This is an optimization exercise on Yosys and OpenROAD, whose aim is small area, a short achievable clock period and few clock cycles per item, not a production implementation. At most, simulation tests tie the RTL to the original design; equivalence was not proved. The RTL of runs 5 and 6 was laid out without a check of its function. Power figures rest on the tool's default switching activity, not on a simulated workload.

==> flow/design.v <==
module beep_env_div (
  input            clk,
  input            first,    
  input            step,     
  input            cbit,     
  input      [7:0] d,
  output reg [7:0] rem,
  output           qbit
);
  wire [7:0] rem_in = first ? 8'd0 : rem;
  wire [8:0] rem_sh = {rem_in, cbit};
  wire [9:0] diff   = {1'b0, rem_sh} - {2'b0, d};
  assign     qbit   = ~diff[9];
  always @(posedge clk) begin
    if (step)
      rem <= qbit ? diff[7:0] : rem_sh[7:0];
  end
endmodule
module beep_env (
  input             clk,
  input             rst,
  input             start,
  input      [31:0] env,         
  input      [31:0] gain,        
  output reg        ready,
  output reg        done,
  output reg        lut_we,
  output     [7:0]  lut_addr,
  output     [15:0] lut_data
);
  localparam [2:0] P_IDLE = 3'd0,
                   P_INIT = 3'd1,
                   P_RL   = 3'd2,
                   P_SU   = 3'd3,
                   P_DC   = 3'd4,
                   P_AT   = 3'd5;
  localparam [1:0] K_R = 2'd0, K_D = 2'd1, K_A = 2'd2;
  reg [2:0]  ph;
  reg [7:0]  atk, dec, sus, relp;    
  reg [23:0] g;
  reg        gbig;
  reg [8:0]  de;        
  reg        suNE;      
  reg        dcNE;      
  reg        atNE;      
  reg        nA;        
  reg        sgSU, sgDC, sgAT;    
  reg [8:0]  i;         
  reg        last;      
  reg [23:0] acc;       
  reg        asat;      
  reg [23:0] qg;        
  reg        qsat;
  reg [7:0]  r;         
  reg        zb;        
  reg        cb;        
  reg [1:0]  dk;        
  reg        jb, jr;    
  reg [3:0]  jc;        
  reg        hm;        
  reg        jn;        
  reg        pr;        
  wire [7:0] sep  = ~relp;
  wire [2:0] fin  = atNE ? P_AT : dcNE ? P_DC : suNE ? P_SU : P_RL;
  wire       js   = jn;
  wire [7:0] dsel = (dk == K_R) ? relp : (dk == K_D) ? dec : atk;
  wire [7:0] rem;
  wire       qbit;
  wire       dstep = js | (jb & ~jc[3]);
  wire       hz    = js | (jb & (jc == 4'd0));    
  wire [3:0] jcn   = js ? 4'd1 : jc + 4'd1;      
  beep_env_div u_div (
    .clk   (clk),
    .first (hz),
    .step  (dstep),
    .cbit  (cb),
    .d     (dsel),
    .rem   (rem),
    .qbit  (qbit)
  );
  wire [8:0] rsum = {1'b0, r} + {1'b0, rem};
  wire [9:0] rdif = {1'b0, rsum} - {2'b0, dsel};
  wire       rc   = ~rdif[9];
  wire [7:0] rnxt = rc ? rdif[7:0] : rsum[7:0];
  wire [23:0] ax   = hm ? qg : acc;
  wire [25:0] asum = {2'b0, ax} + {2'b0, qg} + (zb ? {2'b0, g} : 26'd0);
  wire        aovf = asum[25] | asum[24] | (zb & gbig);
  reg        adv;       
  reg        enter;     
  reg [2:0]  np;        
  wire       jok      = jr | (jb & jc == 4'd8);    
  wire [2:0] after_rl = suNE ? P_SU : dcNE ? P_DC : P_AT;
  wire [2:0] after_su = dcNE ? P_DC : P_AT;
  wire       ok_at    = ~nA | ((dk == K_A) & jok);
  always @* begin
    adv   = 1'b0;
    enter = 1'b0;
    np    = ph;
    case (ph)
      P_INIT: begin
        np = P_RL;
        enter = 1'b1;
        adv = jok;
      end
      P_RL, P_SU, P_DC, P_AT:
        if (!last) adv = 1'b1;
        else begin
          enter = 1'b1;
          np = (ph == P_RL) ? after_rl : (ph == P_SU) ? after_su : P_AT;
          adv = (np == P_SU) | (np == P_DC & pr) | (np == P_AT & ok_at);
        end
      default: ;
    endcase
  end
  wire       zero_n = enter & ((np == P_RL) | (np == P_AT));    
  wire       step_n = ~zero_n & ((np == P_RL) | (np == P_DC) | (np == P_AT));
  wire [8:0] i_pm   = (ph == P_AT) ? i + 9'd1 : i - 9'd1;
  wire [7:0] atm1   = atk - 8'd1;
  reg  [8:0] inx;
  reg        we_n;
  always @* begin
    if (!enter) begin
      inx  = i_pm;
      we_n = (ph == P_RL) ? (i > de) : (ph == P_DC) ? ~(i[8] & |i[7:0]) : 1'b1;
    end else case (np)
      P_RL:    begin inx = 9'd255;             we_n = ~de[8]; end
      P_SU:    begin inx = i_pm;               we_n = 1'b1; end
      P_DC:    begin inx = de - 9'd1;          we_n = ~(de[8] & |de[7:0]); end
      default: begin inx = 9'd0;               we_n = 1'b1; end
    endcase
  end
  reg  [8:0] stop;
  always @* begin
    case (ph)
      P_RL:    stop = {1'b0, sep};
      P_SU:    stop = de;
      P_DC:    stop = {1'b0, atk};
      default: stop = {1'b0, atm1};
    endcase
  end
  wire single = (np == P_SU) ? sgSU : (np == P_DC) ? sgDC : (np == P_AT) & sgAT;
  wire last_n = enter ? single : (i_pm == stop);
  wire lrl = adv & last_n & (np == P_RL);
  wire ldc = adv & last_n & (np == P_DC);
  assign lut_addr = i[7:0];
  assign lut_data = acc[23:8] | {16{asat}};
  wire [8:0] de_c = {1'b0, atk} + {1'b0, dec};
  always @(posedge clk) begin
    if (ready) begin
      atk  <= env[7:0];
      dec  <= env[15:8];
      sus  <= env[23:16];
      relp <= {env[31:25], env[24] | ~|env[31:25]};
      g    <= gain[23:0];
      gbig <= |gain[31:24];
      dk   <= K_R;
      jb   <= 1'b1;
      jr   <= 1'b0;
      jc   <= 4'd0;
      hm   <= 1'b0;
      jn   <= 1'b0;
      pr   <= 1'b0;
      cb   <= env[23];
    end else begin
      if (ph == P_INIT) begin
        de   <= de_c;
        suNE <= de_c < {1'b0, sep};
        dcNE <= |dec;
        atNE <= |atk;
        nA   <= |atk[7:1];
        sgSU <= (de_c + 9'd1) == {1'b0, sep};
        sgDC <= dec == 8'd1;
        sgAT <= atk == 8'd1;
      end
      hm <= js | (jb & ~jc[3]);
      if (jb) begin
        jc <= jc + 4'd1;
        if (jc == 4'd8) begin
          jb <= 1'b0;
          jr <= 1'b1;
        end
      end
      if (hz) begin
        qg   <= 24'd0;
        qsat <= 1'b0;
      end else if (hm) begin
        qg   <= asum[23:0];
        qsat <= qsat | aovf;
      end
      jn <= 1'b0;
      if (lrl) begin
        dk <= dcNE ? K_D : K_A;
        jn <= dcNE | nA;
        jr <= 1'b0;
      end
      if (ldc) begin
        dk <= K_A;
        jn <= nA;
        jr <= 1'b0;
      end
      if (js) begin
        jb <= 1'b1;
        jr <= 1'b0;
        jc <= 4'd1;
      end
      if (dstep)
        zb <= qbit;
      if (lrl)
        cb <= ~dcNE | ~sus[7];
      else if (ldc)
        cb <= 1'b1;
      else
        cb <= (dk == K_A) | (sus[~jcn[2:0]] ^ (dk == K_D));
      if (js & (dk == K_D)) begin
        pr <= 1'b0;
      end else if ((dk == K_D) & jr & ~pr) begin
        r  <= rnxt;
        zb <= rc;
        pr <= 1'b1;
      end
      if (adv) begin
        i    <= inx;
        last <= last_n;
        if (zero_n) begin
          acc  <= 24'd0;
          asat <= 1'b0;
          r    <= rem;
          zb   <= 1'b0;
        end else if (step_n) begin
          acc  <= asum[23:0];
          asat <= asat | qsat | aovf;
          r    <= rnxt;
          zb   <= rc;
        end
      end
      if (js & (dk == K_D))
        r <= dec - 8'd1;
    end
    if (rst) begin
      ph     <= P_IDLE;
      ready  <= 1'b1;
      done   <= 1'b0;
      lut_we <= 1'b0;
    end else if (ready) begin
      done   <= 1'b0;
      lut_we <= 1'b0;
      if (start) begin
        ph    <= P_INIT;
        ready <= 1'b0;
      end
    end else if (adv) begin
      lut_we <= we_n;
      if (last_n & (np == fin)) begin
        done  <= 1'b1;
        ph    <= P_IDLE;
        ready <= 1'b1;
      end else
        ph <= np;
    end
  end
endmodule
==> flow/flow/run.sh <==
#!/bin/bash
set -euo pipefail
export BUFFER_PORTS_ARGS="-buffer_cell sky130_fd_sc_hd__buf_1"
export SETUP_SLACK_MARGIN=6
bash standard.sh > standard_flow.log 2>&1
==> flow/standard.sh <==
#!/bin/bash
# synth_recipe.tcl (not shown) runs the flow's synth.tcl, then flattens the netlist and writes it again
# the make line also repeats each setting of config.mk as NAME=value (left out here)
make -C /OpenROAD-flow-scripts/flow DESIGN_CONFIG=/design/flow/config.mk WORK_HOME=/design/flow/orfs CLKGATE_MAP_FILE= SYNTH_SCRIPT=/design/flow/synth_recipe.tcl "${@:-finish}"
==> flow/config.mk <==
export PLATFORM = sky130hd
export DESIGN_NAME = beep_env
export DESIGN_NICKNAME = beep_env
export VERILOG_FILES = /design/flow/design.v
export SDC_FILE = /design/flow/constraint.sdc
export NUM_CORES = 4
export LEC_CHECK = 0
export ABC_AREA = 1
export CAP_MARGIN = 0
export CORE_MARGIN = 2
export CORE_UTILIZATION = 40
export CTS_BUF_LIST = sky130_fd_sc_hd__clkbuf_8
export PLACE_DENSITY = 0.6
export SLEW_MARGIN = 0
==> flow/constraint.sdc <==
create_clock -name core_clock -period 10.0 [get_ports {clk}]
set_input_delay 2.0000 -clock core_clock [delete_from_list [all_inputs] [get_ports {clk}]]
set_output_delay 2.0000 -clock core_clock [all_outputs]
set_load 0.01 [all_outputs]
==> results by group, run 1 <==
Cells and area
  – Cell Count, Final, Fillers Out: approximately 2000
  – Number of antenna diodes: 0
  – Area Overhead vs Synth: 9.87%
  – Final Net Count: ~1800
  – Share of post-route cells with drive strength above 1: slightly below 7%

Timing
  – RSZ-0062 raised after global routing: false
  – Final Skew: 24.3 ps
  – Min Tclk post-route: 3760 ps
  – Rel. slew slack: 45.8%
  – Slew @ Worst Pin: between 800 and 900 ps
  – Final hold violation count: 0
  – Setup violations, final: 0
  – Setup_tns: 0 ps
  – Slew Limit Fails: 0
  – Period utilization: 37.6%
  – Fmax: 266 MHz
  – Hold Slack: 479 ps

Setup path
  – Setup crit end kind: register
  – Kind of critical path: reg2reg
  – Crit-path slowest cell: fa_1
  – Top delay family on crit path: compound AO/OA/AOI/OAI gates
  – Crit path buf inv count: 3
  – Critical-path cell list: buf_8 -> clkinvlp_4 -> buf_4 -> nand2_1 -> nand2_1 -> fa_1 -> ha_1 -> nand2_1 -> o21ai_0 -> a21oi_1 -> o21bai_1 -> a21oi_2 -> o21bai_1 -> a21oi_1 -> xor2_1 -> nor2_1
  – Largest stage delay on the critical path: around 440 ps
  – CP most frequent cell: nand2_1
  – FF-to-FF path depth: 16
  – Crit path max fanout: 42
  – Stages on worst setup path: 16
  – Worst Setup Start Kind: register
  – Worst Path Required: 10260 ps
  – Crit path DAT: 4020 ps

Logic synthesis
  – Count of cell types in the netlist: between 50 and 60
  – Sequential share of the synthesized area: 39.6%
  – Synth Flop Type: edfxtp_1
  – Synth Instances: between 1000 and 1500
  – Yosys top cell area share: between 30% and 40%
  – Syn Std Cell Area: about 12000 um2
  – Syn nets: 1672
  – Top post-synthesis cells by count: 322 x nand2_1, 210 x inv_1, 150 x edfxtp_1
  – Warnings from Yosys: 2
  – EDFF count, synth: 150
  – Area contributors post-synth: edfxtp_1 37%, nand2_1 9.8%, ha_1 9.1%
  – Post-synth top area cell: edfxtp_1
  – Async S/R FF share, synth: 0%
  – Syn Area/Cell: 8.27 um2
  – Synth Register Bits: approximately 170
  – Top-count cell post-synth: nand2_1

Global routing
  – Gr ovfl total: 0
  – Largest net degree at the start of global routing: 44
  – GRT Util Overall: 19.9%
  – Vias in the first global route: 9502
  – First-pass GRT wire length: between 40000 and 50000 um
  – Initial antenna violation count: 0

Worst hold path
  – Hold Path Class: reg2reg
  – Hold path depth: 2

Drt
  – WL/cell: between 15 and 20 um
  – Detail Route Antenna Nets: 0
  – Via density per instance: 5.06
  – 1st-pass router iterations: 5
  – Vias: 10100
  – Remaining DRCs: 0
  – Iter 0 DRT Violations: 794
  – Final WL: 31100 um

Status
  – Status: complete, no violations

Die
  – Die width: 179 um
  – # IOs: 94
  – Die height: around 180 um
  – Row count: 64
  – Initial Util: 40.4%
  – Core area: between 30000 and 40000 um2
  – Die area: 32100 um2

CTS
  – Hold buffer count at CTS: 0
  – Inserted Clock Buffers: 17
  – Clk root buf: clkbuf_8
  – CTS Sinks: between 150 and 200
  – CTS Buffer Depth: 2
  – Worst-path clk slew: between 100 and 150 ps
  – CTS H-tree lvls: 4
  – CTS tree: done
  – Clock latency (worst-skew pair): 510 ps

Place
  – DP Cell Count: 1951
  – Gpl congestion: 0.926
  – Post-DP HPWL: 24100 um
  – I/O Buffers: just over 90

Power
  – Worst vdd ir: between 0.0001 and 0.00015 V
  – Pwr dens: 150 nW/um2
  – Overall Power: 0.00202 W
  – Leakage: 5.95 nW

Flow run
  – Max cap viols: 0
power by group:
group	total (W)	switching (W)	internal (W)
logic	0.000630	0.000391	0.000239
registers	0.000879	0.0000394	0.000840
clock network	0.000513	0.000303	0.000210
flip-flops by register name, summed over array words and instances, names as in the netlist, 2 cells and up:
name       cells
acc           24
atk            8
de             9
dec            8
dk             2
g             24
i              9
jc             4
ph             3
qg            24
r              8
relp           8
sus            8
u_div.rem      8
timing repair:
item                       CTS  global route
setup endpoints to repair    4            15
cloned                       0             0
resized for setup            1             8
buffers inserted             0             5
cell type report:
type	count	area, um2
Fill cell	3039	16900
Clock inverter	15	173
Clock buffer	17	234
Sequential cell	168	4870
Inverter	222	840
Multi-Input combinational cell	1063	6410
Tap cell	396	495
Timing Repair Buffer	107	474
layout by cell type, fill, tap and decap left out, drive strengths merged, types with 7 or more instances in the layout:
cell / instances
fa: 30
buf: 107
nor3: 16
a21oi: 95
ha: 89
nand3b: 7
nand2: 336
nand4: 23
nor2: 150
o21bai: 7
o21ai: 108
xor2: 32
edfxtp: 150
xnor2: 25
nand3: 84
a31oi: 7
dfxtp: 18
inv: 230
o22ai: 9
nor4: 8
clkbuf: 17
worst reg2reg max path, cell delays in order, from the launching register on:
cell and delay, ps:
dfxtp_1 360, buf_8 250, clkinvlp_4 170, buf_4 180, nand2_1 60, nand2_1 60, fa_1 440, ha_1 370
nand2_1 90, o21ai_0 240, a21oi_1 100, o21bai_1 340, a21oi_2 130, o21bai_1 270, a21oi_1 130, xor2_1 230
nor2_1 60
path summary, 6_finish.rpt:
path                            from     end  slack, ps
worst max-delay path              hm  qg[22]       6240
worst min-delay path            done    done        480
worst max register to register    hm  qg[22]       6240
worst min register to register  done    done        480
through the flow:
step                util [%]  cell area, um2  setup slack (ps)
floorplan                  -           12300              6310
global placement        42.8           13000              6090
detailed placement      42.8           13000              5980
CTS                     44.1           13400              6050
global route            44.4           13500              5990
finish                  44.4           13500              6240
routing by layer:
layer,GRT usage (%),vias to the layer above,share of wire (%)
met5,0,-,0
met4,5.91,0,2.0
met3,3.29,36,4.4
met2,32.0,210,46
met1,27.4,4665,47
li1,-,5150,-
logic make-up (layout without fill, tap and decap cells):
kind of cell,count (synthesis),after routing,synth area share (%)
simple gates,632,632,22.3
compound gates,255,255,11.7
buf+inv,255,361,8.40
flops,168,168,39.6
fa+ha+maj,119,119,14.0
xor+xnor,57,57,4.06
Testbench counts, summed over its fixed seeds: cycles 26,026, builds 96.
==> run 2: changes to the inputs <==
--- a/flow/config.mk
+++ b/flow/config.mk
@@ -5,7 +5,6 @@
 export SDC_FILE = /design/flow/constraint.sdc
 export NUM_CORES = 4
 export LEC_CHECK = 0
-export ABC_AREA = 1
 export CAP_MARGIN = 0
 export CORE_MARGIN = 2
 export CORE_UTILIZATION = 40
==> results by group, run 2 <==
Status
  – Status: complete, no violations (unchanged)

Timing
  – Setup violations, final: 0 (unchanged)
  – Rel. slew slack: 25.8% (was 45.8%)
  – Final Skew: 24.4 ps (was 24.3 ps)
  – Final hold violation count: 0 (unchanged)
  – Setup_tns: 0 ps (unchanged)
  – RSZ-0062 raised after global routing: false (unchanged)
  – Slew Limit Fails: 0 (unchanged)
  – Period utilization: 38.4% (was 37.6%)
  – Fmax: 261 MHz (was 266 MHz)
  – Slew @ Worst Pin: 1110 ps (was 806 ps)
  – Min Tclk post-route: 3840 ps (was 3760 ps)

Die
  – Row count: 63 (was 64)
  – Die height: 179 um (about the same)
  – Core area: 29800 um2 (was 30400 um2)
  – Die area: 31900 um2 (was 32100 um2)
  – Die width: 179 um (about the same)
  – # IOs: 94 (unchanged)
  – Initial Util: 40.9% (was 40.4%)

Drt
  – 1st-pass router iterations: 5 (unchanged)
  – Vias: 9270 (was 10100)
  – Final WL: 30200 um (was 31100 um)
  – Iter 0 DRT Violations: 629 (was 794)
  – Detail Route Antenna Nets: 0 (unchanged)
  – WL/cell: 17.9 um (was 15.7 um)
  – Via density per instance: 5.49 (was 5.06)
  – Remaining DRCs: 0 (unchanged)

Flow run
  – Max cap viols: 0 (unchanged)

Setup path
  – Kind of critical path: reg2reg (unchanged)
  – Crit path DAT: 4080 ps (was 4020 ps)
  – Setup crit end kind: register (unchanged)
  – Worst Setup Start Kind: register (unchanged)
  – Crit path max fanout: 6 (was 42)
  – Worst Path Required: 10240 ps (was 10260 ps)

CTS
  – CTS H-tree lvls: 4 (unchanged)
  – CTS Buffer Depth: 2 (unchanged)
  – Clk root buf: clkbuf_8 (unchanged)
  – Worst-path clk slew: 110 ps (was 120 ps)
  – Inserted Clock Buffers: 17 (unchanged)
  – CTS tree: done (unchanged)
  – Clock latency (worst-skew pair): 490 ps (was 510 ps)
  – CTS Sinks: 168 (unchanged)

Cells and area
  – Most common cell after layout, fill and taps aside: edfxtp_1 (was nand2_1)
  – Final Core Density: 45.5% (was 44.4%)
  – Share of post-route cells with drive strength above 1: 12.5% (was 6.78%)
  – Final Net Count: 1472 (was 1765)
  – Area Overhead vs Synth: 11.3% (was 9.87%)
  – Most frequent cells in the layout: 150 x edfxtp_1, 123 x nor2_1, 93 x buf_1 (was 321 x nand2_1, 209 x inv_1, 150 x edfxtp_1)
  – Cell Count, Final, Fillers Out: 1689 (was 1988)
  – Number of antenna diodes: 0 (unchanged)
  – Top flop regs: acc: 24 flops, g: 24 flops, qg: 24 flops (unchanged)

Power
  – Switch share: 33.2% (was 36.3%)
  – Pwr dens: 152 nW/um2 (was 150 nW/um2)
  – Logic pwr share: 30.4% (was 31.1%)
  – Leakage: 5.19 nW (was 5.95 nW)
  – Pint: 0.00138 W (was 0.00129 W)
  – Worst vdd ir: 0.0000781 V (was 0.000147 V)
  – Overall Power: 0.00207 W (was 0.00202 W)
  – Net Sw Power: 0.000686 W (was 0.000734 W)
  – Portion of total power attributed to the clock network: 27.0% (was 25.4%)
  – Sequential share of power: 42.6% (was 43.5%)

Global routing
  – GRT Util Overall: 19.3% (was 19.9%)
  – Largest net degree at the start of global routing: 58 (was 44)
  – Gr ovfl total: 0 (unchanged)
  – Vias in the first global route: 8741 (was 9502)
  – First-pass GRT wire length: 47500 um (was 49000 um)
  – Initial antenna violation count: 1 (was 0)

Logic synthesis
  – Async S/R FF share, synth: 0% (unchanged)
  – Yosys top cell area share: 37.0% (was 36.7%)
  – Post-synth top area cell: edfxtp_1 (unchanged)
  – Syn Std Cell Area: 12200 um2 (was 12300 um2)
  – EDFF count, synth: 150 (unchanged)
  – Sequential share of the synthesized area: 39.9% (was 39.6%)
  – Syn Area/Cell: 10.2 um2 (was 8.27 um2)
  – Top-count cell post-synth: edfxtp_1 (was nand2_1)
  – Count of cell types in the netlist: 82 (was 53)
  – Top post-synthesis cells by count: 150 x edfxtp_1, 126 x nor2_1, 89 x ha_1 (was 322 x nand2_1, 210 x inv_1, 150 x edfxtp_1)
  – Area contributors post-synth: edfxtp_1 37%, ha_1 9.1%, fa_1 4.9% (was edfxtp_1 37%, nand2_1 9.8%, ha_1 9.1%)
  – Syn nets: 1381 (was 1672)
  – Warnings from Yosys: 2 (unchanged)
  – Synth Instances: 1195 (was 1486)
  – Synth Register Bits: 168 (unchanged)
  – Synth Flop Type: edfxtp_1 (unchanged)

Place
  – Post-DP HPWL: 21800 um (was 24100 um)
  – I/O Buffers: 93 (unchanged)
  – DP Cell Count: 1638 (was 1951)
  – Gpl congestion: 0.873 (was 0.926)

Worst hold path
  – Hold Path Class: reg2reg (unchanged)
-- run 2: area by class of cell --
cell class / instances / area (um2)
well taps: 390 / 488
flip-flops and latches: 168 / 4880
multi-input cells: 916 / 6920
fillers: 2890 / 16200
inverters: 64 / 240
repair buffers: 119 / 586
clock buffers: 18 / 248
clock inverters: 14 / 201
-- run 2: power by group through the flow --
| stage | Clock, W | Sequential, W | Combinational [W] |
|---|---|---|---|
| 6_report | 0.000558 | 0.000881 | 0.000628 |
| 3_5_place_dp | 0 | 0.000898 | 0.000593 |
| 2_1_floorplan | 0 | 0.000881 | 0.000473 |
| 5_1_grt | 0.000595 | 0.000887 | 0.000712 |
| 4_1_cts | 0.000572 | 0.000881 | 0.000612 |
| 3_3_place_gp | 0 | 0.000897 | 0.000584 |
-- run 2: worst paths after layout --
kind	from	end	slack, ps	cells after the start
worst min-delay path	lut_we	lut_we	470	2
worst max-delay path	hm	asat	6160	14
worst max register to register	hm	asat	6160	14
worst min register to register	lut_we	lut_we	470	2
-- run 2: critical path, cell delays in order (launching register included) --
cell and delay [ps]:
dfxtp_4 390, buf_12 110, mux2_2 340, fa_1 440, ha_2 220, fa_2 370, a211o_1 280, a21oi_2 150
a21oi_1 110, a21oi_2 250, a22oi_2 110, a21o_1 210, or3b_1 380, a21oi_2 160, a21oi_1 80
-- run 2: stage by stage --
step / cell area, um2 / hold slack (ps) / worst slack, ps
finish: 13600 / 471 / 6160
global route: 13600 / 517 / 5980
CTS: 13400 / 476 / 6010
detailed placement: 12800 / 460 / 5470
global placement: 12800 / 461 / 5580
floorplan: 12200 / 477 / 6190
-- run 2: cells by family after synthesis --
family | synth area share (%)
xor gates and xnor gates | 5.96
muxes | 4.35
adders and majority gates | 14.1
AOI/OAI and AO/OA | 15.6
and+or+nand+nor | 16.0
buffers and inverters | 4.19
DFF | 39.9
-- run 2: repair_timing --
item,4_1_cts,5_1_grt
setup buffers,6,12
resized for setup,16,20
pin swaps,1,7
cloned,1,0
setup endpoints to repair,38,35
hold buffers,0,0
hold endpoints to repair,0,0
-- run 2: metal layers --
metal,track usage (%),wire (um),part of all wire [%],up-vias
met5,0,13,0.043,-
met4,4.67,366,1.2,2
met3,3.39,1530,5.0,26
met2,29.7,13400,44,245
met1,28.2,14900,49,4455
li1,-,-,-,4542
==> run 3: changes to the inputs <==
==> flow/flow/run.sh (replaced) <==
#!/bin/bash
set -euo pipefail
export BUFFER_PORTS_ARGS="-buffer_cell sky130_fd_sc_hd__buf_1"
export SETUP_SLACK_MARGIN=6.5
bash standard.sh > standard_flow.log 2>&1
--- a/flow/config.mk
+++ b/flow/config.mk
@@ -5,6 +5,7 @@
 export SDC_FILE = /design/flow/constraint.sdc
 export NUM_CORES = 4
 export LEC_CHECK = 0
+export ABC_AREA = 1
 export CAP_MARGIN = 0
 export CORE_MARGIN = 2
 export CORE_UTILIZATION = 40
==> results by group, run 3 <==
Status
  – Status: complete, no violations (unchanged)

Setup path
  – Crit path DAT: 3720 ps (was 4080 ps)
  – Worst Setup Start Kind: register (unchanged)
  – FF-to-FF path depth: 20 (was 14)
  – Worst Path Required: 10240 ps (about the same)
  – Reg2reg start: hm (unchanged)
  – Crit path max fanout: 5 (was 6)
  – Kind of critical path: reg2reg (unchanged)
  – R2R Setup Slk: 6530 ps (was 6160 ps)
  – Setup crit end kind: register (unchanged)
  – Critical Path Source: hm (unchanged)

Logic synthesis
  – Warnings from Yosys: 2 (unchanged)
  – Synth Register Bits: 168 (unchanged)
  – Sequential share of the synthesized area: 39.6% (was 39.9%)
  – Syn Std Cell Area: 12300 um2 (was 12200 um2)
  – Synth Instances: 1486 (was 1195)
  – Yosys top cell area share: 36.7% (was 37.0%)
  – Syn Area/Cell: 8.27 um2 (was 10.2 um2)
  – Synth Flop Type: edfxtp_1 (unchanged)
  – Async S/R FF share, synth: 0% (unchanged)
  – Count of cell types in the netlist: 53 (was 82)
  – Top-count cell post-synth: nand2_1 (was edfxtp_1)
  – Top post-synthesis cells by count: 322 x nand2_1, 210 x inv_1, 150 x edfxtp_1 (was 150 x edfxtp_1, 126 x nor2_1, 89 x ha_1)
  – Post-synth top area cell: edfxtp_1 (unchanged)
  – EDFF count, synth: 150 (unchanged)
  – Area contributors post-synth: edfxtp_1 37%, nand2_1 9.8%, ha_1 9.1% (was edfxtp_1 37%, ha_1 9.1%, fa_1 4.9%)
  – Syn nets: 1672 (was 1381)

Timing
  – Rel. slew slack: 46.9% (was 25.8%)
  – Final Skew: 21.0 ps (was 24.4 ps)
  – Slew @ Worst Pin: 790 ps (was 1110 ps)
  – Period utilization: 34.7% (was 38.4%)
  – Setup_tns: 0 ps (unchanged)
  – RSZ-0062 raised after global routing: true (was false)
  – Fmax: 288 MHz (was 261 MHz)
  – Min Tclk post-route: 3470 ps (was 3840 ps)
  – Final hold violation count: 0 (unchanged)
  – Setup violations, final: 0 (unchanged)
  – Slew Limit Fails: 0 (unchanged)

Global routing
  – GRT Util Overall: 20.3% (was 19.3%)
  – Vias in the first global route: 9736 (was 8741)
  – First-pass GRT wire length: 50200 um (was 47500 um)
  – Largest net degree at the start of global routing: 35 (was 58)
  – Initial antenna violation count: 0 (was 1)
  – Gr ovfl total: 0 (unchanged)

Drt
  – Final WL: 32100 um (was 30200 um)
  – WL/cell: 16.0 um (was 17.9 um)
  – Remaining DRCs: 0 (unchanged)
  – Vias: 10300 (was 9270)
  – Via density per instance: 5.12 (was 5.49)
  – 1st-pass router iterations: 5 (unchanged)
  – Detail Route Antenna Nets: 0 (unchanged)
  – Iter 0 DRT Violations: 710 (was 629)

Flow run
  – Max cap viols: 0 (unchanged)

Power
  – Pwr dens: 149 nW/um2 (was 152 nW/um2)
  – Leakage: 6.16 nW (was 5.19 nW)
  – Worst vdd ir: 0.0000954 V (was 0.0000781 V)
  – Overall Power: 0.00208 W (was 0.00207 W)

Place
  – I/O Buffers: 93 (unchanged)
  – Gpl congestion: 0.933 (was 0.873)
  – Post-DP HPWL: 23900 um (was 21800 um)

CTS
  – Clock latency (worst-skew pair): 500 ps (was 490 ps)
  – Clk root buf: clkbuf_8 (unchanged)
  – CTS H-tree lvls: 4 (unchanged)
  – CTS Buffer Depth: 2 (unchanged)
  – CTS tree: done (unchanged)
  – Hold buffer count at CTS: 0 (unchanged)
  – CTS Sinks: 168 (unchanged)
  – Inserted Clock Buffers: 17 (unchanged)
  – Worst-path clk slew: 110 ps (about the same)

Die
  – Row count: 64 (was 63)
  – Initial Util: 40.4% (was 40.9%)
  – Die height: 179 um (about the same)
  – Die area: 32100 um2 (was 31900 um2)
  – Core area: 30400 um2 (was 29800 um2)
  – Die width: 179 um (about the same)
  – # IOs: 94 (unchanged)

Cells and area
  – Share of post-route cells with drive strength above 1: 12.2% (was 12.5%)
  – Top flop regs: acc: 24 flops, g: 24 flops, qg: 24 flops (unchanged)
  – Sequential Area: 4880 um2 (about the same)
  – Multi-input logic area: 6650 um2 (was 6920 um2)
  – Most frequent cells in the layout: 317 x nand2_1, 205 x inv_1, 150 x edfxtp_1 (was 150 x edfxtp_1, 123 x nor2_1, 93 x buf_1)
  – Final Net Count: 1790 (was 1472)
  – Most common cell after layout, fill and taps aside: nand2_1 (was edfxtp_1)
  – Area Overhead vs Synth: 14.2% (was 11.3%)
  – Number of antenna diodes: 0 (unchanged)
  – FILL cells: 2986 (was 2890)

Worst hold path
  – Hold Crit Start: done (was lut_we)
  – Hold path depth: 2 (unchanged)
  – Hold Path Class: reg2reg (unchanged)
run 3: through the flow:
step           cell area [um2]  worst slack [ps]  utilization [%]  hold slack, ps  cells
4_1_cts                  13600              6510             44.7             499   1995
3_3_place_gp             13000              6080             42.8             479   1951
6_report                 14000              6530             46.1             499   2013
3_5_place_dp             13000              5980             42.8             486   1951
5_1_grt                  14000              6400             46.1             524   2013
2_1_floorplan            12300              6690                -             470   1486
run 3: path summary, 6_finish.rpt:
kind | end
setup reg to reg | asat
hold / removal | done
hold reg to reg | done
setup / recovery | asat
run 3: layout make-up:
type | count | area share (%)
clock buffers | 18 | 1.77
multi-input cells | 1063 | 47.4
repair inverters | 1 | 0.0535
repair buffers | 131 | 5.52
flip-flops and latches | 168 | 34.7
clock inverters | 14 | 0.963
well taps | 396 | 3.53
inverters | 222 | 6.05
run 3: cell families (layout without fill, tap and decap cells):
group	count (synthesis)	count (layout)	synth area share, %
AND/OR/NAND/NOR	632	632	22.3
XOR/XNOR	57	57	4.06
AO/OA/AOI/OAI	255	255	11.7
adder cells (fa/ha/maj)	119	119	14.0
flip-flops	168	168	39.6
buffers and inverters	255	386	8.40
run 3: repair_timing:
item	in CTS	in global routing
endpoints found under the setup margin	53	56
cloned	1	3
pin swaps	1	29
setup buffers	11	15
gates resized for setup	19	76
run 3: critical path, cell delays in order, from the launching register on:
cell        delay [ps]
dfxtp_4            400
buf_12             120
clkinvlp_4         100
nand2_1             70
nand2_1             70
fa_1               500
ha_4               200
fa_2               410
nand3_2             80
nand2_2             60
nand2_1             60
nand2_1             60
a21oi_2            190
buf_4              150
o21ai_4             60
a21oi_4            190
o21ai_4             90
nand2_1            110
nand3_2             80
nor2_4             150
a21oi_2             60
run 3: layer usage:
layer  vias to the layer above  routed length, um  share of wire, %  GRT usage [%]
li1                       5198                  -                 -              -
met1                      4831              15200                47           27.4
met2                       236              14900                46           33.0
met3                        40               1370               4.2           3.35
met4                         0                667               2.1           6.52
met5                         -                  0                 0              0
run 3: power breakdown:
group | total [W] | internal, W | switching [W] | leakage (nW)
Combinational | 0.000707 | 0.000285 | 0.000423 | 4.36
Sequential | 0.000880 | 0.000840 | 0.0000399 | 1.62
Clock | 0.000498 | 0.000209 | 0.000289 | 0.189
==> run 4: changes to the inputs <==
==> flow/flow/run.sh (replaced) <==
#!/bin/bash
set -euo pipefail
export BUFFER_PORTS_ARGS="-buffer_cell sky130_fd_sc_hd__buf_1"
export SETUP_SLACK_MARGIN=6
bash standard.sh > standard_flow.log 2>&1
==> flow/config.mk (replaced) <==
export PLATFORM = sky130hd
export DESIGN_NAME = beep_env
export DESIGN_NICKNAME = beep_env
export VERILOG_FILES = /design/flow/design.v
export SDC_FILE = /design/flow/constraint.sdc
export NUM_CORES = 4
export LEC_CHECK = 0
export CAP_MARGIN = 0
export CORE_MARGIN = 2
export CORE_UTILIZATION = 55
export CTS_BUF_LIST = sky130_fd_sc_hd__clkbuf_8
export PLACE_DENSITY = 0.75
export SLEW_MARGIN = 0
==> results by group, run 4 <==
Status
  – Status: complete, no violations (unchanged)

CTS
  – CTS tree: done (unchanged)
  – Clock latency (worst-skew pair): 480 ps (was 500 ps)
  – Worst-path clk slew: 100 ps (was 110 ps)
  – CTS Sinks: 168 (unchanged)
  – Clk root buf: clkbuf_8 (unchanged)
  – Inserted Clock Buffers: 17 (unchanged)
  – CTS Buffer Depth: 2 (unchanged)
  – CTS H-tree lvls: 4 (unchanged)

Timing
  – Fmax: 259 MHz (was 288 MHz)
  – Min Tclk post-route: 3860 ps (was 3470 ps)
  – Rel. slew slack: 29.8% (was 46.9%)
  – Slew Limit Fails: 0 (unchanged)
  – Setup violations, final: 0 (unchanged)
  – Final hold violation count: 0 (unchanged)
  – Slew @ Worst Pin: 1050 ps (was 790 ps)
  – Final Skew: 21.1 ps (was 21.0 ps)
  – RSZ-0062 raised after global routing: false (was true)
  – Period utilization: 38.6% (was 34.7%)
  – Setup_tns: 0 ps (unchanged)
  – Final WS setup: 6140 ps (was 6530 ps)
  – Hold Slack: 495 ps (was 499 ps)

Die
  – Initial Util: 56.0% (was 40.4%)
  – Die height: 153 um (was 179 um)
  – # IOs: 94 (unchanged)
  – Die width: 153 um (was 179 um)
  – Row count: 54 (was 64)
  – Die area: 23400 um2 (was 32100 um2)
  – Core area: 21800 um2 (was 30400 um2)

Global routing
  – Initial antenna violation count: 0 (unchanged)
  – First-pass GRT wire length: 46600 um (was 50200 um)
  – Gr ovfl total: 0 (unchanged)
  – Vias in the first global route: 9228 (was 9736)
  – Largest net degree at the start of global routing: 47 (was 35)
  – GRT Util Overall: 24.6% (was 20.3%)

Power
  – Sequential share of power: 44.0% (was 42.2%)
  – Switch share: 33.1% (was 36.1%)
  – Logic pwr share: 31.9% (was 33.9%)
  – Worst vdd ir: 0.0000847 V (was 0.0000954 V)
  – Portion of total power attributed to the clock network: 24.1% (was 23.9%)
  – Leakage: 5.12 nW (was 6.16 nW)
  – Net Sw Power: 0.000664 W (was 0.000752 W)
  – Overall Power: 0.00200 W (was 0.00208 W)
  – Pwr dens: 150 nW/um2 (was 149 nW/um2)
  – Pint: 0.00134 W (was 0.00133 W)

Logic synthesis
  – Synth Flop Type: edfxtp_1 (unchanged)
  – EDFF count, synth: 150 (unchanged)
  – Sequential share of the synthesized area: 39.9% (was 39.6%)
  – Syn Area/Cell: 10.2 um2 (was 8.27 um2)
  – Post-synth top area cell: edfxtp_1 (unchanged)
  – Top post-synthesis cells by count: 150 x edfxtp_1, 126 x nor2_1, 89 x ha_1 (was 322 x nand2_1, 210 x inv_1, 150 x edfxtp_1)
  – Synth Instances: 1195 (was 1486)
  – Synth Register Bits: 168 (unchanged)
  – Yosys top cell area share: 37.0% (was 36.7%)
  – Warnings from Yosys: 2 (unchanged)
  – Top-count cell post-synth: edfxtp_1 (was nand2_1)
  – Count of cell types in the netlist: 82 (was 53)
  – Syn Std Cell Area: 12200 um2 (was 12300 um2)
  – Async S/R FF share, synth: 0% (unchanged)
  – Area contributors post-synth: edfxtp_1 37%, ha_1 9.1%, fa_1 4.9% (was edfxtp_1 37%, nand2_1 9.8%, ha_1 9.1%)
  – Syn nets: 1381 (was 1672)

Setup path
  – Worst Setup Start Kind: register (unchanged)
  – Crit path DAT: 4070 ps (was 3720 ps)
  – Setup crit end kind: register (unchanged)
  – Kind of critical path: reg2reg (unchanged)
  – Crit path max fanout: 4 (was 5)
  – Worst Path Required: 10200 ps (was 10240 ps)

Drt
  – 1st-pass router iterations: 6 (was 5)
  – Via density per instance: 5.98 (was 5.12)
  – Iter 0 DRT Violations: 941 (was 710)
  – Detail Route Antenna Nets: 0 (unchanged)
  – Final WL: 28600 um (was 32100 um)
  – WL/cell: 18.2 um (was 16.0 um)
  – Remaining DRCs: 0 (unchanged)
  – Vias: 9401 (was 10300)

Cells and area
  – Number of antenna diodes: 0 (unchanged)
  – Most frequent cells in the layout: 150 x edfxtp_1, 123 x nor2_1, 93 x buf_1 (was 317 x nand2_1, 205 x inv_1, 150 x edfxtp_1)
  – Most common cell after layout, fill and taps aside: edfxtp_1 (was nand2_1)
  – Final Core Density: 61.3% (was 46.1%)
  – Top flop regs: acc: 24 flops, g: 24 flops, qg: 24 flops (unchanged)
  – Share of post-route cells with drive strength above 1: 12.1% (was 12.2%)
  – Final Net Count: 1467 (was 1790)
  – Area Overhead vs Synth: 9.42% (was 14.2%)

Worst hold path
  – Hold Path Class: reg2reg (unchanged)

Place
  – Gpl congestion: 0.955 (was 0.933)
  – Post-DP HPWL: 20700 um (was 23900 um)
  – I/O Buffers: 93 (unchanged)
  – Dpl ws: 5420 ps (was 5980 ps)

Flow run
  – Max cap viols: 0 (unchanged)
## run 4: cell types whose count changed in the layout (fill, tap and decap cells not counted), sizes merged, moves of 23 or more
cell / before / now
nor2: 150 / 127
nand3: 84 / 20
and2: 1 / 41
o21ai: 108 / 48
nand2: 336 / 65
mux2: 0 / 32
inv: 225 / 67
xnor2: 25 / 53
## run 4: timing repair
action / in CTS / in global routing
gates resized for setup: 15 / 24
setup buffers: 6 / 7
pin swaps: 1 / 3
setup endpoints to repair: 40 / 35
cloned: 1 / 0
hold buffers: 0 / 0
## run 4: final cells by class
cell class	count	area, um2
fillers	1778	8420
multi-input cells	916	6910
flip-flops and latches	168	4890
repair buffers	114	564
well taps	280	350
inverters	64	240
clock buffers	17	234
clock inverters	14	148
## run 4: kinds of logic after synthesis
kind of cell	after synthesis	share of synthesized area, %
simple gates	385	16.0
compound gates	280	15.6
flops	168	39.9
fa+ha+maj	119	14.1
buf+inv	111	4.19
xor+xnor	83	5.96
mux	49	4.35
## run 4: critical path, stage by stage, from the launching register on
cell      delay, ps
edfxtp_1        430
ha_1            240
fa_2            360
a21o_1          190
a21oi_2         210
nor2b_1         100
o31ai_2         210
a21boi_2        260
ha_1            300
nor2_2          170
a211oi_2         50
buf_4           170
nor2b_4         160
mux2_2          370
a221oi_1        250
a22oi_1         130
## run 4: power by group through the flow
stage	Combinational, W	Clock [W]	Sequential, W
final	0.000639	0.000484	0.000882
after detailed placement	0.000593	0	0.000898
after CTS	0.000618	0.000488	0.000882
after global placement	0.000578	0	0.000896
after global routing	0.000715	0.000515	0.000887
after floorplan	0.000473	0	0.000881
## run 4: per-stage QoR
step,cells,instance area [um2]
CTS,1566,13200
global placement,1528,12700
detailed placement,1528,12700
floorplan,1195,12200
global route,1573,13300
finish,1573,13300
## run 4: layer usage
layer	GRT usage (%)	wire length, um	up-vias
li1	-	-	4527
met1	34.6	12700	4468
met2	39.6	13400	331
met3	3.77	1810	75
met4	7.94	706	0
met5	0	0	-
## run 4: path summary, 6_finish.rpt
check                                  start      to  slack, ps  cells past startpoint
worst max register to register  u_div.rem[0]    r[3]       6140                     15
worst min register to register        lut_we  lut_we        490                      2
worst min-delay path                  lut_we  lut_we        490                      2
worst max-delay path            u_div.rem[0]    r[3]       6140                     15
==> run 5: changes to the inputs <==
--- a/flow/design.v
+++ b/flow/design.v
@@ -52,6 +52,7 @@
   reg [23:0] qg;        
   reg        qsat;
   reg [7:0]  r;         
+  reg [7:0]  t;         
   reg        zb;        
   reg        cb;        
   reg [1:0]  dk;        
@@ -78,10 +79,9 @@
     .rem   (rem),
     .qbit  (qbit)
   );
-  wire [8:0] rsum = {1'b0, r} + {1'b0, rem};
-  wire [9:0] rdif = {1'b0, rsum} - {2'b0, dsel};
-  wire       rc   = ~rdif[9];
-  wire [7:0] rnxt = rc ? rdif[7:0] : rsum[7:0];
+  wire [8:0] rdif = {1'b0, r} - {1'b0, t};
+  wire       rc   = ~rdif[8];
+  wire [7:0] rnxt = rc ? rdif[7:0] : r + rem;
   wire [23:0] ax   = hm ? qg : acc;
   wire [25:0] asum = {2'b0, ax} + {2'b0, qg} + (zb ? {2'b0, g} : 26'd0);
   wire        aovf = asum[25] | asum[24] | (zb & gbig);
@@ -178,6 +178,7 @@
         if (jc == 4'd8) begin
           jb <= 1'b0;
           jr <= 1'b1;
+          t  <= dsel - rem;
         end
       end
       if (hz) begin
--- a/flow/config.mk
+++ b/flow/config.mk
@@ -7,7 +7,7 @@
 export LEC_CHECK = 0
 export CAP_MARGIN = 0
 export CORE_MARGIN = 2
-export CORE_UTILIZATION = 55
+export CORE_UTILIZATION = 40
 export CTS_BUF_LIST = sky130_fd_sc_hd__clkbuf_8
-export PLACE_DENSITY = 0.75
+export PLACE_DENSITY = 0.6
 export SLEW_MARGIN = 0
==> results by group, run 5 <==
Status
  – Status: complete, no violations (unchanged)

Global routing
  – GRT Util Overall: 19.4% (was 24.6%)
  – First-pass GRT wire length: 50800 um (was 46600 um)
  – Largest net degree at the start of global routing: 42 (was 47)
  – Gr ovfl total: 0 (unchanged)
  – Vias in the first global route: 9591 (was 9228)
  – Initial antenna violation count: 0 (unchanged)

Place
  – I/O Buffers: 93 (unchanged)
  – Area post-placement: 13600 um2 (was 12700 um2)
  – DP Cell Count: 1744 (was 1528)
  – Post-DP HPWL: 23600 um (was 20700 um)
  – Gpl congestion: 0.846 (was 0.955)
  – Dpl ws: 5880 ps (was 5420 ps)

Power
  – Worst vdd ir: 0.0000894 V (was 0.0000847 V)
  – Leakage: 5.38 nW (was 5.12 nW)
  – Pwr dens: 158 nW/um2 (was 150 nW/um2)

Setup path
  – Reg2reg start: hm (was u_div.rem[0])
  – Crit path max fanout: 25 (was 4)
  – Top delay family on crit path: compound AO/OA/AOI/OAI gates (unchanged)
  – Crit path DAT: 4180 ps (was 4070 ps)
  – Critical-path cell list: buf_12 -> mux2_2 -> fa_1 -> ha_1 -> fa_1 -> a21oi_1 -> o21ai_0 -> a21oi_2 -> o21ai_1 -> nand2_2 -> a21oi_2 -> a41oi_2 -> or4b_2 -> nand3_1 (was ha_1 -> fa_2 -> a21o_1 -> a21oi_2 -> nor2b_1 -> o31ai_2 -> a21boi_2 -> ha_1 -> nor2_2 -> a211oi_2 -> buf_4 -> nor2b_4 -> mux2_2 -> a221oi_1 -> a22oi_1)
  – Worst Setup Start Kind: register (unchanged)
  – Crit-path slowest cell: or4b_2 (was edfxtp_1)
  – FF-to-FF path depth: 14 (was 15)
  – Worst Path Required: 10370 ps (was 10200 ps)
  – R2R Setup Slk: 6190 ps (was 6140 ps)
  – FF-to-FF End: qg[23] (was r[3])
  – Largest stage delay on the critical path: 650 ps (was 430 ps)
  – Crit path buf inv count: 1 (unchanged)
  – Setup crit end kind: register (unchanged)
  – Kind of critical path: reg2reg (unchanged)

Timing
  – Final hold violation count: 0 (unchanged)
  – Slew Limit Fails: 0 (unchanged)
  – Rel. slew slack: 41.5% (was 29.8%)
  – Final WS setup: 6190 ps (was 6140 ps)
  – Setup_tns: 0 ps (unchanged)
  – Setup violations, final: 0 (unchanged)
  – Slew @ Worst Pin: 875 ps (was 1050 ps)
  – Min Tclk post-route: 3810 ps (was 3860 ps)
  – Fmax: 263 MHz (was 259 MHz)
  – Period utilization: 38.1% (was 38.6%)
  – RSZ-0062 raised after global routing: true (was false)
  – Final Skew: 27.1 ps (was 21.1 ps)

Logic synthesis
  – Synth Register Bits: 176 (was 168)
  – Synth Flop Type: edfxtp_1 (unchanged)
  – Synth Instances: 1287 (was 1195)
  – EDFF count, synth: 158 (was 150)
  – Syn Std Cell Area: 12800 um2 (was 12200 um2)
  – Post-synth top area cell: edfxtp_1 (unchanged)
  – Syn nets: 1480 (was 1381)
  – Count of cell types in the netlist: 78 (was 82)
  – Sequential share of the synthesized area: 39.8% (was 39.9%)
  – Warnings from Yosys: 2 (unchanged)
  – Top post-synthesis cells by count: 158 x edfxtp_1, 128 x nor2_1, 95 x ha_1 (was 150 x edfxtp_1, 126 x nor2_1, 89 x ha_1)
  – Syn Area/Cell: 9.96 um2 (was 10.2 um2)
  – Area contributors post-synth: edfxtp_1 37%, ha_1 9.3%, fa_1 4.8% (was edfxtp_1 37%, ha_1 9.1%, fa_1 4.9%)
  – Async S/R FF share, synth: 0% (unchanged)
  – Yosys top cell area share: 37.0% (about the same)
  – Top-count cell post-synth: edfxtp_1 (unchanged)

Die
  – Die area: 33500 um2 (was 23400 um2)
  – # IOs: 94 (unchanged)
  – Initial Util: 40.6% (was 56.0%)
  – Row count: 65 (was 54)
  – Die height: 183 um (was 153 um)
  – Die width: 183 um (was 153 um)
  – Core area: 31600 um2 (was 21800 um2)

Drt
  – Remaining DRCs: 0 (unchanged)
  – Iter 0 DRT Violations: 660 (was 941)
  – Via density per instance: 5.47 (was 5.98)
  – WL/cell: 17.9 um (was 18.2 um)
  – Detail Route Antenna Nets: 0 (unchanged)
  – Final WL: 31900 um (was 28600 um)
  – Vias: 9736 (was 9401)
  – 1st-pass router iterations: 4 (was 6)

CTS
  – CTS Sinks: 176 (was 168)
  – Inserted Clock Buffers: 17 (unchanged)
  – CTS tree: done (unchanged)
  – Hold buffer count at CTS: 0 (unchanged)
  – CTS H-tree lvls: 4 (unchanged)
  – Clk root buf: clkbuf_8 (unchanged)
  – CTS Buffer Depth: 2 (unchanged)
  – Worst-path clk slew: 110 ps (was 100 ps)
  – Clock latency (worst-skew pair): 500 ps (was 480 ps)

Worst hold path
  – Hold Path Class: reg2reg (unchanged)
  – Hold Crit Start: lut_we (unchanged)
  – Worst Hold End: lut_we (unchanged)
  – Hold path depth: 2 (unchanged)

Cells and area
  – Share of post-route cells with drive strength above 1: 9.51% (was 12.1%)
  – Final Net Count: 1557 (was 1467)
  – Multi-input logic area: 7210 um2 (was 6910 um2)
  – Area Overhead vs Synth: 9.83% (was 9.42%)
  – FILL cells: 3013 (was 1778)
  – Sequential Area: 5110 um2 (was 4890 um2)
  – Number of antenna diodes: 0 (unchanged)
  – Final Core Density: 44.6% (was 61.3%)
  – Fin area: 14100 um2 (was 13300 um2)
  – Top flop regs: acc: 24 flops, g: 24 flops, qg: 24 flops (unchanged)
  – Most frequent cells in the layout: 158 x edfxtp_1, 126 x nor2_1, 95 x ha_1 (was 150 x edfxtp_1, 123 x nor2_1, 93 x buf_1)
  – Cell Count, Final, Fillers Out: 1779 (was 1573)
  – Most common cell after layout, fill and taps aside: edfxtp_1 (unchanged)

Flow run
  – Max cap viols: 0 (unchanged)
[run 5: per-layer routing]
metal,wire [um],track usage [%],part of all wire (%)
met1,14500,25.8,45
met2,15300,32.8,48
met3,1620,3.42,5.1
met4,425,4.74,1.3
met5,0,0,0
[run 5: cell type report]
| type | instances | share of cell area [%] |
|---|---|---|
| Clock inverter | 14 | 1.15 |
| Sequential cell | 176 | 36.3 |
| Tap cell | 402 | 3.57 |
| Clock buffer | 18 | 1.76 |
| Inverter | 89 | 2.37 |
| Timing Repair Buffer | 110 | 3.59 |
| Multi-Input combinational cell | 970 | 51.3 |
[run 5: how the worst max path moves through the flow]
stage | startpoint | endpoint | slack, ps | cells after the start
CTS | hm | qg[23] | 6040 | 14
finish | hm | qg[23] | 6190 | 14
global placement | hm | qg[23] | 6000 | 14
global route | ph[0] | jn | 5960 | 13
detailed placement | hm | qg[23] | 5880 | 14
floorplan | hm | qg[23] | 6150 | 13
[run 5: power breakdown]
group	internal (W)	leakage [nW]	switching (W)
combinational	0.000324	3.50	0.000437
sequential	0.000894	1.67	0.0000527
clock	0.000218	0.210	0.000303
total	0.00144	5.38	0.000793
[run 5: worst min-delay path: stages (launching register included)]
cell and delay, ps:
dfxtp_1 340, nand3_1 70, nand2_1 50
[run 5: cells by family after synthesis]
logic type	Yosys count	share of synthesized area [%]
AOI/OAI and AO/OA	304	15.6
xor gates and xnor gates	94	6.42
muxes	41	3.45
adders and majority gates	126	14.1
and+or+nand+nor	405	16.2
buffers and inverters	141	4.42
DFF	176	39.8
[run 5: through the flow]
| stage | total power (W) | hold slack [ps] |
|---|---|---|
| after global routing | 0.00237 | 509 |
| after global placement | 0.00169 | 472 |
| after floorplan | 0.00152 | 478 |
| after detailed placement | 0.00171 | 473 |
| final | 0.00223 | 487 |
| after CTS | 0.00223 | 489 |
[run 5: timing repair]
action                     CTS  global route
cloned                       0             0
buffers inserted             0             3
gates resized for setup      4            16
setup endpoints to repair   11            31
==> run 6: changes to the inputs <==
==> flow/flow/run.sh (replaced) <==
#!/bin/bash
set -euo pipefail
export BUFFER_PORTS_ARGS="-buffer_cell sky130_fd_sc_hd__buf_1"
export SETUP_SLACK_MARGIN=6.5
bash standard.sh > standard_flow.log 2>&1
==> results by group, run 6 <==
Cells and area
  – Fin area: 15100 um2 (was 14100 um2)
  – Most frequent cells in the layout: 158 x edfxtp_1, 123 x nor2_1, 90 x buf_1 (was 158 x edfxtp_1, 126 x nor2_1, 95 x ha_1)
  – Final Net Count: 1611 (was 1557)
  – Top flop regs: acc: 24 flops, g: 24 flops, qg: 24 flops (unchanged)
  – Number of antenna diodes: 0 (unchanged)
  – Share of post-route cells with drive strength above 1: 17.2% (was 9.51%)
  – Area Overhead vs Synth: 17.7% (was 9.83%)
  – FILL cells: 2897 (was 3013)
  – Most common cell after layout, fill and taps aside: edfxtp_1 (unchanged)
  – Final Core Density: 47.8% (was 44.6%)

Drt
  – Detail Route Antenna Nets: 0 (unchanged)
  – Final WL: 33400 um (was 31900 um)
  – Via density per instance: 5.50 (was 5.47)
  – Remaining DRCs: 0 (unchanged)
  – WL/cell: 18.2 um (was 17.9 um)
  – 1st-pass router iterations: 5 (was 4)
  – Vias: 10100 (was 9736)
  – Iter 0 DRT Violations: 746 (was 660)

Setup path
  – Critical-path cell list: buf_12 -> buf_12 -> buf_6 -> mux2_4 -> fa_1 -> ha_4 -> nand2_4 -> o21ai_2 -> a21oi_2 -> o21ai_1 -> nand2_2 -> buf_4 -> a21oi_4 -> a41oi_2 -> buf_4 -> or4_1 -> nand3_1 (was buf_12 -> mux2_2 -> fa_1 -> ha_1 -> fa_1 -> a21oi_1 -> o21ai_0 -> a21oi_2 -> o21ai_1 -> nand2_2 -> a21oi_2 -> a41oi_2 -> or4b_2 -> nand3_1)
  – Setup crit end kind: register (unchanged)
  – Worst Path Required: 10370 ps (about the same)
  – Largest stage delay on the critical path: 500 ps (was 650 ps)
  – Crit path max fanout: 5 (was 25)
  – Crit path DAT: 3980 ps (was 4180 ps)
  – Worst Setup Start Kind: register (unchanged)
  – Crit-path slowest cell: fa_1 (was or4b_2)
  – Kind of critical path: reg2reg (unchanged)

Place
  – I/O Buffers: 93 (unchanged)
  – Gpl congestion: 0.870 (was 0.846)
  – Area post-placement: 13600 um2 (about the same)
  – Post-DP HPWL: 23800 um (was 23600 um)

Die
  – # IOs: 94 (unchanged)
  – Die area: 33500 um2 (unchanged)
  – Initial Util: 40.6% (unchanged)
  – Row count: 65 (unchanged)
  – Core area: 31600 um2 (unchanged)
  – Die width: 183 um (unchanged)
  – Die height: 183 um (unchanged)

Logic synthesis
  – Sequential share of the synthesized area: 39.8% (unchanged)
  – Count of cell types in the netlist: 78 (unchanged)
  – Post-synth top area cell: edfxtp_1 (unchanged)
  – EDFF count, synth: 158 (unchanged)
  – Async S/R FF share, synth: 0% (unchanged)
  – Syn nets: 1480 (unchanged)
  – Syn Area/Cell: 9.96 um2 (unchanged)
  – Synth Register Bits: 176 (unchanged)
  – Top-count cell post-synth: edfxtp_1 (unchanged)
  – Synth Instances: 1287 (unchanged)
  – Synth Flop Type: edfxtp_1 (unchanged)
  – Syn Std Cell Area: 12800 um2 (unchanged)
  – Top post-synthesis cells by count: 158 x edfxtp_1, 128 x nor2_1, 95 x ha_1 (unchanged)
  – Warnings from Yosys: 2 (unchanged)
  – Area contributors post-synth: edfxtp_1 37%, ha_1 9.3%, fa_1 4.8% (unchanged)
  – Yosys top cell area share: 37.0% (unchanged)

CTS
  – Inserted Clock Buffers: 17 (unchanged)
  – Clock latency (worst-skew pair): 500 ps (about the same)
  – CTS H-tree lvls: 4 (unchanged)
  – Hold buffer count at CTS: 0 (unchanged)
  – CTS Buffer Depth: 2 (unchanged)
  – Worst-path clk slew: 120 ps (was 110 ps)
  – CTS Sinks: 176 (unchanged)
  – CTS tree: done (unchanged)
  – Clk root buf: clkbuf_8 (unchanged)

Power
  – Overall Power: 0.00239 W (was 0.00223 W)
  – Net Sw Power: 0.000861 W (was 0.000793 W)
  – Worst vdd ir: 0.0000916 V (was 0.0000894 V)
  – Sequential share of power: 39.5% (was 42.5%)
  – Pwr dens: 158 nW/um2 (about the same)
  – Leakage: 5.78 nW (was 5.38 nW)
  – Switch share: 36.0% (was 35.6%)
  – Portion of total power attributed to the clock network: 21.0% (was 23.4%)
  – Pint: 0.00153 W (was 0.00144 W)
  – Logic pwr share: 39.5% (was 34.1%)

Global routing
  – Gr ovfl total: 0 (unchanged)
  – Vias in the first global route: 9811 (was 9591)
  – Initial antenna violation count: 0 (unchanged)
  – Largest net degree at the start of global routing: 58 (was 42)
  – GRT Util Overall: 20.0% (was 19.4%)
  – First-pass GRT wire length: 52400 um (was 50800 um)

Timing
  – RSZ-0062 raised after global routing: true (unchanged)
  – Final Skew: 29.1 ps (was 27.1 ps)
  – Final hold violation count: 0 (unchanged)
  – Setup violations, final: 0 (unchanged)
  – Min Tclk post-route: 3610 ps (was 3810 ps)
  – Period utilization: 36.1% (was 38.1%)
  – Fmax: 277 MHz (was 263 MHz)
  – Slew @ Worst Pin: 855 ps (was 875 ps)
  – Setup_tns: 0 ps (unchanged)
  – Slew Limit Fails: 0 (unchanged)
  – Rel. slew slack: 42.9% (was 41.5%)

Flow run
  – Max cap viols: 0 (unchanged)

Status
  – Status: complete, no violations (unchanged)

Worst hold path
  – Hold Path Class: reg2reg (unchanged)
-- run 6: cell counts after synthesis --
No cell type changed its count.
-- run 6: power by group through the flow --
stage / clock network, W / logic (W) / registers, W
3_3_place_gp: 0 / 0.000729 / 0.000962
6_report: 0.000501 / 0.000944 / 0.000945
2_1_floorplan: 0 / 0.000584 / 0.000942
3_5_place_dp: 0 / 0.000743 / 0.000963
5_1_grt: 0.000536 / 0.00105 / 0.000951
4_1_cts: 0.000512 / 0.000846 / 0.000947
-- run 6: final cells by class --
class	instances	area (um2)	area share, %
Sequential cell	176	5130	34.0
Clock buffer	18	248	1.64
Clock inverter	14	143	0.945
Inverter	89	338	2.24
Timing Repair Buffer	163	1060	7.01
Multi-Input combinational cell	971	7670	50.9
Tap cell	402	503	3.33
-- run 6: per-stage QoR --
step / setup WS, ps / cells / hold WS, ps
CTS: 6470 / 1802 / 488
global placement: 5850 / 1744 / 462
finish: 6390 / 1833 / 488
floorplan: 6410 / 1287 / 478
global route: 6300 / 1833 / 518
detailed placement: 5690 / 1744 / 469
-- run 6: kinds of logic after synthesis --
kind of cell,synth area share (%)
simple gates,16.2
compound gates,15.6
flops,39.8
buf+inv,4.42
fa+ha+maj,14.1
xor+xnor,6.42
mux,3.45
-- run 6: final timing paths --
check,start,to,slack [ps],cells past startpoint
setup / recovery,hm,acc[23],6390,17
hold / removal,lut_we,lut_we,490,2
setup reg to reg,hm,acc[23],6390,17
hold reg to reg,lut_we,lut_we,490,2
-- run 6: routing by layer --
| metal | track usage (%) | vias to the layer above | wire length, um |
|---|---|---|---|
| met2 | 32.9 | 256 | 16200 |
| met4 | 6.24 | 0 | 648 |
| li1 | - | 4913 | - |
| met3 | 3.40 | 38 | 1440 |
| met5 | 0 | - | 0 |
| met1 | 26.9 | 4873 | 15200 |
-- run 6: repair_timing --
item,4_1_cts,5_1_grt
gates resized for setup,68,65
cloned,2,3
pin swaps,33,32
buffers inserted,24,28
endpoints found under the setup margin,63,59
-- run 6: worst max-delay path: cells and delay by family (launching register included) --
kind | cells | cell delay, ps
compound gates | 5 | 680
fa+ha+maj | 2 | 810
buf+inv | 5 | 710
flops | 1 | 370
mux | 1 | 290
simple gates | 4 | 640
==> run 7: changes to the inputs <==
--- a/flow/design.v
+++ b/flow/design.v
@@ -44,7 +44,7 @@
   reg        dcNE;      
   reg        atNE;      
   reg        nA;        
-  reg        sgSU, sgDC, sgAT;    
+  reg        sgDC, sgAT;    
   reg [8:0]  i;         
   reg        last;      
   reg [23:0] acc;       
@@ -52,7 +52,6 @@
   reg [23:0] qg;        
   reg        qsat;
   reg [7:0]  r;         
-  reg [7:0]  t;         
   reg        zb;        
   reg        cb;        
   reg [1:0]  dk;        
@@ -79,9 +78,10 @@
     .rem   (rem),
     .qbit  (qbit)
   );
-  wire [8:0] rdif = {1'b0, r} - {1'b0, t};
-  wire       rc   = ~rdif[8];
-  wire [7:0] rnxt = rc ? rdif[7:0] : r + rem;
+  wire [8:0] rsum = {1'b0, r} + {1'b0, rem};
+  wire [9:0] rdif = {1'b0, rsum} - {2'b0, dsel};
+  wire       rc   = ~rdif[9];
+  wire [7:0] rnxt = rc ? rdif[7:0] : rsum[7:0];
   wire [23:0] ax   = hm ? qg : acc;
   wire [25:0] asum = {2'b0, ax} + {2'b0, qg} + (zb ? {2'b0, g} : 26'd0);
   wire        aovf = asum[25] | asum[24] | (zb & gbig);
@@ -114,7 +114,7 @@
   end
   wire       zero_n = enter & ((np == P_RL) | (np == P_AT));    
   wire       step_n = ~zero_n & ((np == P_RL) | (np == P_DC) | (np == P_AT));
-  wire [8:0] i_pm   = (ph == P_AT) ? i + 9'd1 : i - 9'd1;
+  wire [8:0] i_pm   = i + {{8{ph != P_AT}}, 1'b1};    
   wire [7:0] atm1   = atk - 8'd1;
   reg  [8:0] inx;
   reg        we_n;
@@ -138,7 +138,7 @@
       default: stop = {1'b0, atm1};
     endcase
   end
-  wire single = (np == P_SU) ? sgSU : (np == P_DC) ? sgDC : (np == P_AT) & sgAT;
+  wire single = (np == P_SU) ? (i_pm == de) : (np == P_DC) ? sgDC : (np == P_AT) & sgAT;
   wire last_n = enter ? single : (i_pm == stop);
   wire lrl = adv & last_n & (np == P_RL);
   wire ldc = adv & last_n & (np == P_DC);
@@ -168,17 +168,15 @@
         dcNE <= |dec;
         atNE <= |atk;
         nA   <= |atk[7:1];
-        sgSU <= (de_c + 9'd1) == {1'b0, sep};
         sgDC <= dec == 8'd1;
         sgAT <= atk == 8'd1;
       end
       hm <= js | (jb & ~jc[3]);
       if (jb) begin
-        jc <= jc + 4'd1;
+        jc <= jcn;
         if (jc == 4'd8) begin
           jb <= 1'b0;
           jr <= 1'b1;
-          t  <= dsel - rem;
         end
       end
       if (hz) begin
==> flow/flow/run.sh (replaced) <==
#!/bin/bash
set -euo pipefail
export BUFFER_PORTS_ARGS="-buffer_cell sky130_fd_sc_hd__buf_1"
export SETUP_SLACK_MARGIN=6
bash standard.sh > standard_flow.log 2>&1
--- a/flow/config.mk
+++ b/flow/config.mk
@@ -5,6 +5,7 @@
 export SDC_FILE = /design/flow/constraint.sdc
 export NUM_CORES = 4
 export LEC_CHECK = 0
+export ABC_AREA = 1
 export CAP_MARGIN = 0
 export CORE_MARGIN = 2
 export CORE_UTILIZATION = 40
==> results by group, run 7 <==
Timing
  – Fmax: 265 MHz (was 277 MHz)
  – Hold Slack: 492 ps (was 488 ps)
  – Min Tclk post-route: 3770 ps (was 3610 ps)
  – RSZ-0062 raised after global routing: false (was true)
  – Setup violations, final: 0 (unchanged)
  – Final Skew: 25.2 ps (was 29.1 ps)
  – Final hold violation count: 0 (unchanged)
  – Period utilization: 37.7% (was 36.1%)
  – Rel. slew slack: 32.6% (was 42.9%)
  – Slew Limit Fails: 0 (unchanged)
  – Slew @ Worst Pin: 1010 ps (was 855 ps)

Global routing
  – Largest net degree at the start of global routing: 58 (unchanged)
  – Gr ovfl total: 0 (unchanged)
  – Initial antenna violation count: 0 (unchanged)
  – Vias in the first global route: 10000 (was 9811)
  – GRT Util Overall: 20.9% (was 20.0%)

Logic synthesis
  – Syn nets: 1653 (was 1480)
  – Warnings from Yosys: 2 (unchanged)
  – Synth Area in Simple Gates: 22.6% (was 16.2%)
  – Complex-gate fraction of the synthesized area: 11.8% (was 15.6%)
  – Synth Instances: 1468 (was 1287)
  – Post-Synth Adder-Cell Area: 14.0% (was 14.1%)
  – Area contributors post-synth: edfxtp_1 37%, nand2_1 10%, ha_1 9.1% (was edfxtp_1 37%, ha_1 9.3%, fa_1 4.8%)
  – Top post-synthesis cells by count: 324 x nand2_1, 198 x inv_1, 152 x nor2_1 (was 158 x edfxtp_1, 128 x nor2_1, 95 x ha_1)
  – Count of cell types in the netlist: 53 (was 78)
  – Syn Area/Cell: 8.28 um2 (was 9.96 um2)
  – Syn Std Cell Area: 12200 um2 (was 12800 um2)
  – Mux cell area share after synthesis: 0% (was 3.45%)
  – EDFF count, synth: 149 (was 158)
  – Async S/R FF share, synth: 0% (unchanged)
  – Post-synth top area cell: edfxtp_1 (unchanged)
  – Yosys top cell area share: 36.8% (was 37.0%)

Drt
  – WL/cell: 16.4 um (was 18.2 um)
  – Via density per instance: 5.18 (was 5.50)
  – 1st-pass router iterations: 7 (was 5)
  – Iter 0 DRT Violations: 877 (was 746)

Place
  – I/O Buffers: 93 (unchanged)
  – Post-DP HPWL: 24700 um (was 23800 um)
  – Gpl congestion: 0.924 (was 0.870)
  – Area post-placement: 12900 um2 (was 13600 um2)
  – Dpl ws: 5650 ps (was 5690 ps)

Cells and area
  – Top flop regs: acc: 24 flops, g: 24 flops, qg: 24 flops (unchanged)
  – Number of antenna diodes: 0 (unchanged)
  – Most common cell after layout, fill and taps aside: nand2_1 (was edfxtp_1)
  – Fin area: 13400 um2 (was 15100 um2)
  – Share of post-route cells with drive strength above 1: 6.27% (was 17.2%)
  – Area Overhead vs Synth: 10.2% (was 17.7%)

CTS
  – Clock latency (worst-skew pair): 500 ps (about the same)
  – Inserted Clock Buffers: 17 (unchanged)
  – Hold buffer count at CTS: 0 (unchanged)
  – Clk root buf: clkbuf_8 (unchanged)
  – CTS H-tree lvls: 4 (unchanged)
  – CTS Sinks: 167 (was 176)

Setup path
  – Critical Path Source: r[0] (was hm)
  – Reg2reg start: r[0] (was hm)
  – Setup crit end kind: register (unchanged)
  – Worst Path Required: 10230 ps (was 10370 ps)
  – Kind of critical path: reg2reg (unchanged)
  – Crit path DAT: 4000 ps (was 3980 ps)

Power
  – Net Sw Power: 0.000720 W (was 0.000861 W)
  – Pint: 0.00125 W (was 0.00153 W)
  – Switch share: 36.5% (was 36.0%)
  – Overall Power: 0.00197 W (was 0.00239 W)
  – Portion of total power attributed to the clock network: 25.3% (was 21.0%)
  – Worst vdd ir: 0.0000872 V (was 0.0000916 V)
  – Logic pwr share: 30.5% (was 39.5%)

Worst hold path
  – Hold Crit Start: done (was lut_we)

Die
  – Core area: 29800 um2 (was 31600 um2)
  – Row count: 63 (was 65)
  – Die height: 178 um (was 183 um)

Status
  – Status: complete, no violations (unchanged)
==> run 7: path summary, 6_finish.rpt <==
path,slack (ps),end
worst max-delay path,6230,r[0]
worst min-delay path,490,done
worst max register to register,6230,r[0]
worst min register to register,490,done
==> run 7: layout make-up <==
| type | count | area [um2] |
|---|---|---|
| timing repair buffer | 105 | 455 |
| tap | 390 | 488 |
| inverter | 212 | 810 |
| clock buffer | 17 | 234 |
| sequential | 167 | 4840 |
| multi-input combinational | 1062 | 6400 |
| fill | 3006 | 16400 |
| clock inverter | 15 | 171 |
==> run 7: logic make-up (layout without fill, tap and decap cells) <==
kind of cell,Yosys count,in the layout
AOI/OAI and AO/OA,255,256
DFF,167,167
and+or+nand+nor,635,635
xor gates and xnor gates,53,53
adders and majority gates,118,118
buffers and inverters,240,349
==> run 7: power groups by stage <==
| stage | clock network [W] | registers (W) | logic [W] |
|---|---|---|---|
| 5_1_grt | 0.000542 | 0.000878 | 0.000687 |
| 3_3_place_gp | 0 | 0.000889 | 0.000570 |
| 3_5_place_dp | 0 | 0.000889 | 0.000582 |
| 2_1_floorplan | 0 | 0.000876 | 0.000444 |
| 6_report | 0.000499 | 0.000872 | 0.000602 |
| 4_1_cts | 0.000517 | 0.000873 | 0.000591 |
==> run 7: routing by layer <==
layer | vias up | share of wire [%] | track usage (%)
met5 | - | 0 | 0
met4 | 0 | 2.3 | 6.27
met3 | 43 | 4.7 | 3.30
met2 | 279 | 47 | 34.1
met1 | 4764 | 46 | 28.7
li1 | 5110 | - | -
==> run 7: metrics by stage <==
step / cells / utilization, %
4_1_cts: 1963 / 44.7
3_3_place_gp: 1929 / 43.3
6_report: 1968 / 45.0
5_1_grt: 1968 / 45.0
3_5_place_dp: 1929 / 43.3
2_1_floorplan: 1468 / -
==> run 7: worst max-delay path, cell delays in order, from the launching register on <==
cell        delay, ps
edfxtp_1          400
ha_1              280
fa_1              430
nand3_1           110
nand2_1           100
nand2_1            90
nand2_1            70
a21oi_1           150
xnor2_1           120
ha_1              370
nand2_1            70
inv_1              50
nand4_1           100
nand3_1           110
nand2_1           110
nand2_4           150
clkinvlp_4        170
nand2_1            90
o21ai_0           100
nor2_1            100
nor2_1             50
a211oi_1          230
a21oi_1            70
==> run 7: what timing repair did <==
item / CTS / global route
setup endpoints to repair: 8 / 17
pin swaps: 1 / 0
endpoints found under the hold margin: 0 / 0
buffers inserted: 2 / 4
cloned: 0 / 1
gates resized for setup: 3 / 9
Testbench counts of run 7, summed over its fixed seeds: cycles 26,026, builds 96.

Re-timed with assumed drivers on the ports (clkbuf_16 on the clock, buf_2 on other inputs), run 7 has 6.194 ns of setup slack against 6.228 ns with ideal ports, and 6.228 ns once port delays also move by the mid clock arrival of 0.534 ns.
